Background: an optimization exercise with open tools, aiming at small area, a short achievable clock period and few clock cycles. Do not read the settings as production practice. Where RTL was checked, it was by simulation tests only, not by an equivalence proof against the original. Power is estimated from default activity; no workload was simulated.

==> inputs of run a <==
// usbasp_seq
module usbasp_seq (
    input  wire        clk,
    input  wire        rst,
    input  wire        req_valid,
    output wire        req_ready,
    input  wire [1:0]  req_kind,       
    input  wire [63:0] req_data,       
    input  wire [3:0]  req_len,        
    output reg         rsp_valid,
    output reg  [2:0]  rsp_code,
    output reg  [3:0]  rsp_len,
    output wire [63:0] rsp_data,
    output wire        tgt_valid,
    input  wire        tgt_ready,
    output reg  [4:0]  tgt_op,
    output wire [31:0] tgt_addr,
    output wire [63:0] tgt_wdata,
    output wire [3:0]  tgt_len,
    input  wire [63:0] tgt_rdata,
    input  wire        rx_evt,
    input  wire [7:0]  rx_byte,
    input  wire        tx_evt,
    output wire        line_tx_valid,
    output wire [7:0]  line_tx_data,
    output reg         chan_en,
    output reg         rx_irq_en,
    output reg         tx_irq_en,
    output reg  [15:0] cfg_baud,
    output reg  [5:0]  cfg_mode
);
clock: 8.0 ns
lec_check: 0
cap_margin: 20
core_margin: 2
core_utilization: 65
cts_buf_list: sky130_fd_sc_hd__clkbuf_8
cts_cluster_size: 40
place_density: 0.75
setup_slack_margin: 4.4
slew_margin: 20
standard.sh (not shown) runs the stock make flow with config.mk's settings and CLKGATE_MAP_FILE= SYNTH_SCRIPT=/design/flow/synth_recipe.tcl, a recipe that flattens the netlist after the stock synthesis.
==> flow/flow/run.sh <==
#!/bin/bash
set -euo pipefail
export BUFFER_PORTS_ARGS="-buffer_cell sky130_fd_sc_hd__buf_1"
bash standard.sh > standard.log 2>&1
==> run b: changes against run a <==
--- a/flow/design.v
+++ b/flow/design.v
@@ -52,18 +52,16 @@
     reg         tv;           
     reg         cmd;          
     reg         urx;          
     reg         utx;          
     reg         brd;          
     reg  [7:0]  wb;           
     reg  [3:0]  idx;          
     reg  [3:0]  cnt;          
-    reg         more;         
-    reg         lastb;        
     reg         flush_ph;     
     reg  [63:0] dbuf;         
     reg  [3:0]  op;
     reg  [31:0] cursor;
     reg  [15:0] remaining;
     reg  [11:0] page_size;
     reg  [15:0] page_counter;
     reg         blk_last;
@@ -179,34 +177,34 @@
     wire        op_ok    = k_fill ? op_read : op_write;         
     wire        s_ring   = !k_setup && op_ok && uart_op;
     wire        s_ev     = k_setup ? o_ev : (op_ok && !uart_op && k_nz);
     wire        start    = s_ring || s_ev;                       
     wire        urx_a     = acc && s_ring && k_fill;
     wire        utx_a     = acc && s_ring && !k_fill;
     wire        urx_on    = urx_a || urx;
     wire        utx_on    = utx_a || utx;
-    wire        last_byte = lastb;
+    wire        last_byte = (idx + 4'd1 == cnt);
     wire        k_one     = (k_req == 4'd1);
     wire [3:0]  r_pos     = acc ? 4'd0 : idx;
-    wire        r_more    = acc ? k_nz  : more;
+    wire        r_more    = acc ? k_nz  : (idx != cnt);
     wire        r_last    = acc ? k_one : last_byte;
     wire        can_pop   = r_more && !rx_empty;
     wire        can_push  = r_more && !tx_full;
     wire        pop_done  = !can_pop  || r_last || rxc == 4'd1;
     wire        push_done = !can_push || r_last || txc == 4'd14;
     wire [3:0]  pop_len   = can_pop ? r_pos + 4'd1 : r_pos;
     wire        push_zero = can_push ? rem_one : !rem_nz;
     wire        len_nz    = (req_len != 4'd0);
     wire        pre_pop   = !busy && op_read  && uart_op && rem_nz && !rx_empty;
     wire        pre_push  = !busy && op_write && uart_op && rem_nz && !tx_full;
     wire        pop_a     = req_valid && !req_kind[1] && req_kind[0] && len_nz && pre_pop;
     wire        push_a    = req_valid &&  req_kind[1] && len_nz && pre_push;
-    wire        do_pop    = pop_a  || (urx && more && !rx_empty);
-    wire        do_push   = push_a || (utx && more && !tx_full);
+    wire        do_pop    = pop_a  || (urx && idx != cnt && !rx_empty);
+    wire        do_push   = push_a || (utx && idx != cnt && !tx_full);
     wire        fin_ring  = (urx_on && pop_done) || (utx_on && push_done);
     wire        rx_push   = rx_evt && rx_ok;
     wire        tx_pop    = tx_evt && tx_irq_en && !tx_empty;
     wire        ev_acc    = tv && tgt_ready;
     wire        wflash    = !cmd && op[2:0] == {1'b1, SUB_FLASH};
     wire        is_tpi    = !cmd && op[1:0] == SUB_TPI;
     wire        paged     = (page_size != 12'd0);
     wire [15:0] pc_dec    = paged ? (page_counter - 16'd1) : page_counter;
@@ -270,35 +268,32 @@
             tv       <= s_ev;
             cmd      <= k_setup;
             urx      <= urx_a && !pop_done;
             utx      <= utx_a && !push_done;
             brd      <= k_setup ? (opcode == 8'd3 || opcode == 8'd5 || opcode == 8'd13)
                                 : (k_fill && !op[1]);
             idx      <= {3'd0, k_setup || do_pop || do_push};
             cnt      <= k_req;
-            more     <= (do_pop || do_push) ? !k_one : k_nz;
-            lastb    <= (do_pop || do_push) ? (k_req == 4'd2) : k_one;
             flush_ph <= 1'b0;
         end else begin
             if (fin) begin
                 busy <= 1'b0;
                 tv   <= 1'b0;
                 urx  <= 1'b0;
                 utx  <= 1'b0;
             end
             if (ev_acc) begin
                 if (wflash)
                     flush_ph <= to_flush;
+                if (!to_flush)
+                    idx <= idx + 4'd1;
             end
-            if ((ev_acc && !to_flush) || do_pop || do_push) begin
-                idx   <= idx + 4'd1;
-                more  <= !lastb;
-                lastb <= (idx + 4'd2 == cnt);
-            end
+            if (do_pop || do_push)
+                idx <= idx + 4'd1;
         end
         if (acc) begin
             if (k_setup)
                 tgt_op <= d_ev;
             else case (op[1:0])
                 SUB_FLASH:  tgt_op <= !k_fill ? (paged ? E_ISP_WRFLASH_P : E_ISP_WRFLASH_I) : E_ISP_RDFLASH;
                 SUB_EEPROM: tgt_op <= !k_fill ? E_ISP_WREEPROM : E_ISP_RDEEPROM;
                 default:    tgt_op <= !k_fill ? E_TPI_WRBLOCK  : E_TPI_RDBLOCK;
==> flow/flow/run.sh (replaced) <==
#!/bin/bash
set -euo pipefail
export BUFFER_PORTS_ARGS="-buffer_cell sky130_fd_sc_hd__buf_1"
export CTS_ARGS="-sink_clustering_enable -repair_clock_nets -sink_clustering_size 12 -sink_clustering_max_diameter 50 -buf_list sky130_fd_sc_hd__clkbuf_8 -dont_use_dummy_load"
bash standard.sh > standard.log 2>&1
CTS_CLUSTER_DIAMETER = 50   (was not set)
CTS_CLUSTER_SIZE = 12   (was 40)
SETUP_SLACK_MARGIN = 4.3   (was 4.4)
==> run c: changes against run a <==
--- a/flow/design.v
+++ b/flow/design.v
@@ -52,18 +52,16 @@
     reg         tv;           
     reg         cmd;          
     reg         urx;          
     reg         utx;          
     reg         brd;          
     reg  [7:0]  wb;           
     reg  [3:0]  idx;          
     reg  [3:0]  cnt;          
-    reg         more;         
-    reg         lastb;        
     reg         flush_ph;     
     reg  [63:0] dbuf;         
     reg  [3:0]  op;
     reg  [31:0] cursor;
     reg  [15:0] remaining;
     reg  [11:0] page_size;
     reg  [15:0] page_counter;
     reg         blk_last;
@@ -179,34 +177,34 @@
     wire        op_ok    = k_fill ? op_read : op_write;         
     wire        s_ring   = !k_setup && op_ok && uart_op;
     wire        s_ev     = k_setup ? o_ev : (op_ok && !uart_op && k_nz);
     wire        start    = s_ring || s_ev;                       
     wire        urx_a     = acc && s_ring && k_fill;
     wire        utx_a     = acc && s_ring && !k_fill;
     wire        urx_on    = urx_a || urx;
     wire        utx_on    = utx_a || utx;
-    wire        last_byte = lastb;
+    wire        last_byte = (idx + 4'd1 == cnt);
     wire        k_one     = (k_req == 4'd1);
     wire [3:0]  r_pos     = acc ? 4'd0 : idx;
-    wire        r_more    = acc ? k_nz  : more;
+    wire        r_more    = acc ? k_nz  : (idx != cnt);
     wire        r_last    = acc ? k_one : last_byte;
     wire        can_pop   = r_more && !rx_empty;
     wire        can_push  = r_more && !tx_full;
     wire        pop_done  = !can_pop  || r_last || rxc == 4'd1;
     wire        push_done = !can_push || r_last || txc == 4'd14;
     wire [3:0]  pop_len   = can_pop ? r_pos + 4'd1 : r_pos;
     wire        push_zero = can_push ? rem_one : !rem_nz;
     wire        len_nz    = (req_len != 4'd0);
     wire        pre_pop   = !busy && op_read  && uart_op && rem_nz && !rx_empty;
     wire        pre_push  = !busy && op_write && uart_op && rem_nz && !tx_full;
     wire        pop_a     = req_valid && !req_kind[1] && req_kind[0] && len_nz && pre_pop;
     wire        push_a    = req_valid &&  req_kind[1] && len_nz && pre_push;
-    wire        do_pop    = pop_a  || (urx && more && !rx_empty);
-    wire        do_push   = push_a || (utx && more && !tx_full);
+    wire        do_pop    = pop_a  || (urx && idx != cnt && !rx_empty);
+    wire        do_push   = push_a || (utx && idx != cnt && !tx_full);
     wire        fin_ring  = (urx_on && pop_done) || (utx_on && push_done);
     wire        rx_push   = rx_evt && rx_ok;
     wire        tx_pop    = tx_evt && tx_irq_en && !tx_empty;
     wire        ev_acc    = tv && tgt_ready;
     wire        wflash    = !cmd && op[2:0] == {1'b1, SUB_FLASH};
     wire        is_tpi    = !cmd && op[1:0] == SUB_TPI;
     wire        paged     = (page_size != 12'd0);
     wire [15:0] pc_dec    = paged ? (page_counter - 16'd1) : page_counter;
@@ -270,35 +268,32 @@
             tv       <= s_ev;
             cmd      <= k_setup;
             urx      <= urx_a && !pop_done;
             utx      <= utx_a && !push_done;
             brd      <= k_setup ? (opcode == 8'd3 || opcode == 8'd5 || opcode == 8'd13)
                                 : (k_fill && !op[1]);
             idx      <= {3'd0, k_setup || do_pop || do_push};
             cnt      <= k_req;
-            more     <= (do_pop || do_push) ? !k_one : k_nz;
-            lastb    <= (do_pop || do_push) ? (k_req == 4'd2) : k_one;
             flush_ph <= 1'b0;
         end else begin
             if (fin) begin
                 busy <= 1'b0;
                 tv   <= 1'b0;
                 urx  <= 1'b0;
                 utx  <= 1'b0;
             end
             if (ev_acc) begin
                 if (wflash)
                     flush_ph <= to_flush;
+                if (!to_flush)
+                    idx <= idx + 4'd1;
             end
-            if ((ev_acc && !to_flush) || do_pop || do_push) begin
-                idx   <= idx + 4'd1;
-                more  <= !lastb;
-                lastb <= (idx + 4'd2 == cnt);
-            end
+            if (do_pop || do_push)
+                idx <= idx + 4'd1;
         end
         if (acc) begin
             if (k_setup)
                 tgt_op <= d_ev;
             else case (op[1:0])
                 SUB_FLASH:  tgt_op <= !k_fill ? (paged ? E_ISP_WRFLASH_P : E_ISP_WRFLASH_I) : E_ISP_RDFLASH;
                 SUB_EEPROM: tgt_op <= !k_fill ? E_ISP_WREEPROM : E_ISP_RDEEPROM;
                 default:    tgt_op <= !k_fill ? E_TPI_WRBLOCK  : E_TPI_RDBLOCK;
==> flow/flow/run.sh (replaced) <==
#!/bin/bash
set -euo pipefail
export BUFFER_PORTS_ARGS="-buffer_cell sky130_fd_sc_hd__buf_1"
export CTS_ARGS="-sink_clustering_enable -repair_clock_nets -sink_clustering_size 20 -buf_list sky130_fd_sc_hd__clkbuf_4 -dont_use_dummy_load"
bash standard.sh > standard.log 2>&1
CORE_UTILIZATION = 60   (was 65)
CTS_BUF_LIST = sky130_fd_sc_hd__clkbuf_4   (was sky130_fd_sc_hd__clkbuf_8)
CTS_CLUSTER_SIZE = 20   (was 40)
PLACE_DENSITY = 0.72   (was 0.75)
SETUP_SLACK_MARGIN = 4.45   (was 4.4)
==> key figures <==
Power
  • Combinational Power Share: 0.106
  • Seq pwr share: 0.603

Setup path
  • Arr. time, crit path: 4.01 ns
  • Worst path top cell family by delay: compound AO/OA/AOI/OAI gates
  • Crit-path slowest cell: a211oi_1

Synthesis
  • Post-synthesis adder-cell area fraction: 0.0231
  • Post-synthesis mux area share: 0.0151
  • Synth cell count leaders: edfxtp_1, nand2_1, o21ai_0

Routing
  • Uppermost layer routed: met5
  • Met2 wire length: 32.1 mm

Die
  • Die width: 192 µm
  • Initial Util: 0.661
  • Tap Count: 455

Cells and area
  • Multi-input gate share of total cell area: 0.348
  • Count of non-CTS buffers in the layout: 399
  • NonClk Buf Share: 0.0682
  • Seq/total area: 0.524
  • Final sequential cell count: 456

GRT
  • M2 GR Usage: 0.561

STA
  • F_max: 273 MHz

Status
  • Status: complete, no violations
[end of results for run b]
==> key figures <==
Status
  • Status: complete, no violations

Cells and area
  • NonClk Buf Share: 0.0695
  • Count of non-CTS buffers in the layout: 409
  • Final sequential cell count: 458
  • Multi-input gate share of total cell area: 0.349
  • Seq/total area: 0.500

Die
  • Die width: 193 µm
  • Tap Count: 461

STA
  • F_max: 279 MHz
  • Hold WS: 0.443 ns

Synthesis
  • Synth cell count leaders: edfxtp_1, nand2_1, a21oi_1
  • Post-synthesis mux area share: 0.0200

Setup path
  • Worst path top cell family by delay: buffers and inverters
  • Arr. time, crit path: 1.98 ns
  • Crit-path slowest cell: and2_1

Routing
  • Uppermost layer routed: met4
  • Met2 wire length: 34.7 mm

Power
  • Combinational Power Share: 0.099
  • Seq pwr share: 0.527

GRT
  • M2 GR Usage: 0.598
[end of results for run a]
==> key figures <==
Die
  • Die width: 199 µm
  • Initial Util: 0.609

STA
  • F_max: 274 MHz

Power
  • Seq pwr share: 0.583

Setup path
  • Crit-path slowest cell: a211oi_4
  • Arr. time, crit path: 4.13 ns
  • Worst path top cell family by delay: compound AO/OA/AOI/OAI gates

Cells and area
  • Seq/total area: 0.516
  • Final sequential cell count: 456

Routing
  • Uppermost layer routed: met5

Synthesis
  • Post-synthesis adder-cell area fraction: 0.0231
  • Synth cell count leaders: edfxtp_1, nand2_1, o21ai_0
  • Post-synthesis mux area share: 0.0151

GRT
  • M2 GR Usage: 0.560

Status
  • Status: complete, no violations
[end of results for run c]
Testbench counts of run b, summed over its fixed seeds: cycles 23,014.
Testbench counts of run c, summed over its fixed seeds: cycles 23,014.
The RTL of run a was laid out without a check of its function.

## static timing again, ports no longer ideal
In the flow no input, the clock included, has a driving cell. The finished layouts below were timed again as built, in two steps.
Step 1 assumes that a clkbuf_16 drives the clock port and a buf_2 every other input.
Step 2 times the ports against the registers' clock, not the clock port: input delays grow and output delays shrink by t, the midpoint of the rising clock arrivals with the driver on.
Three values: no drivers, after step 1, after step 2; two values: the first two.
run	t, ns	slack for setup (ns)	hold slack, ns	worst slew at a driven data input, ns
run a	0.671	4.418 / 4.371 / 3.778	0.443 / 0.443 / 0.443	0.13
run b	0.664	4.336 / 4.336 / 3.686	0.425 / 0.425 / 0.425	0.08
run c	0.844	4.353 / 4.372 / 3.528	0.439 / 0.439 / 0.439	0.10
After both steps setup and hold are still met in every run listed. For run c, which loses most, drivers alone change the setup slack by +0.019 ns; drivers and shift together by -0.825 ns.
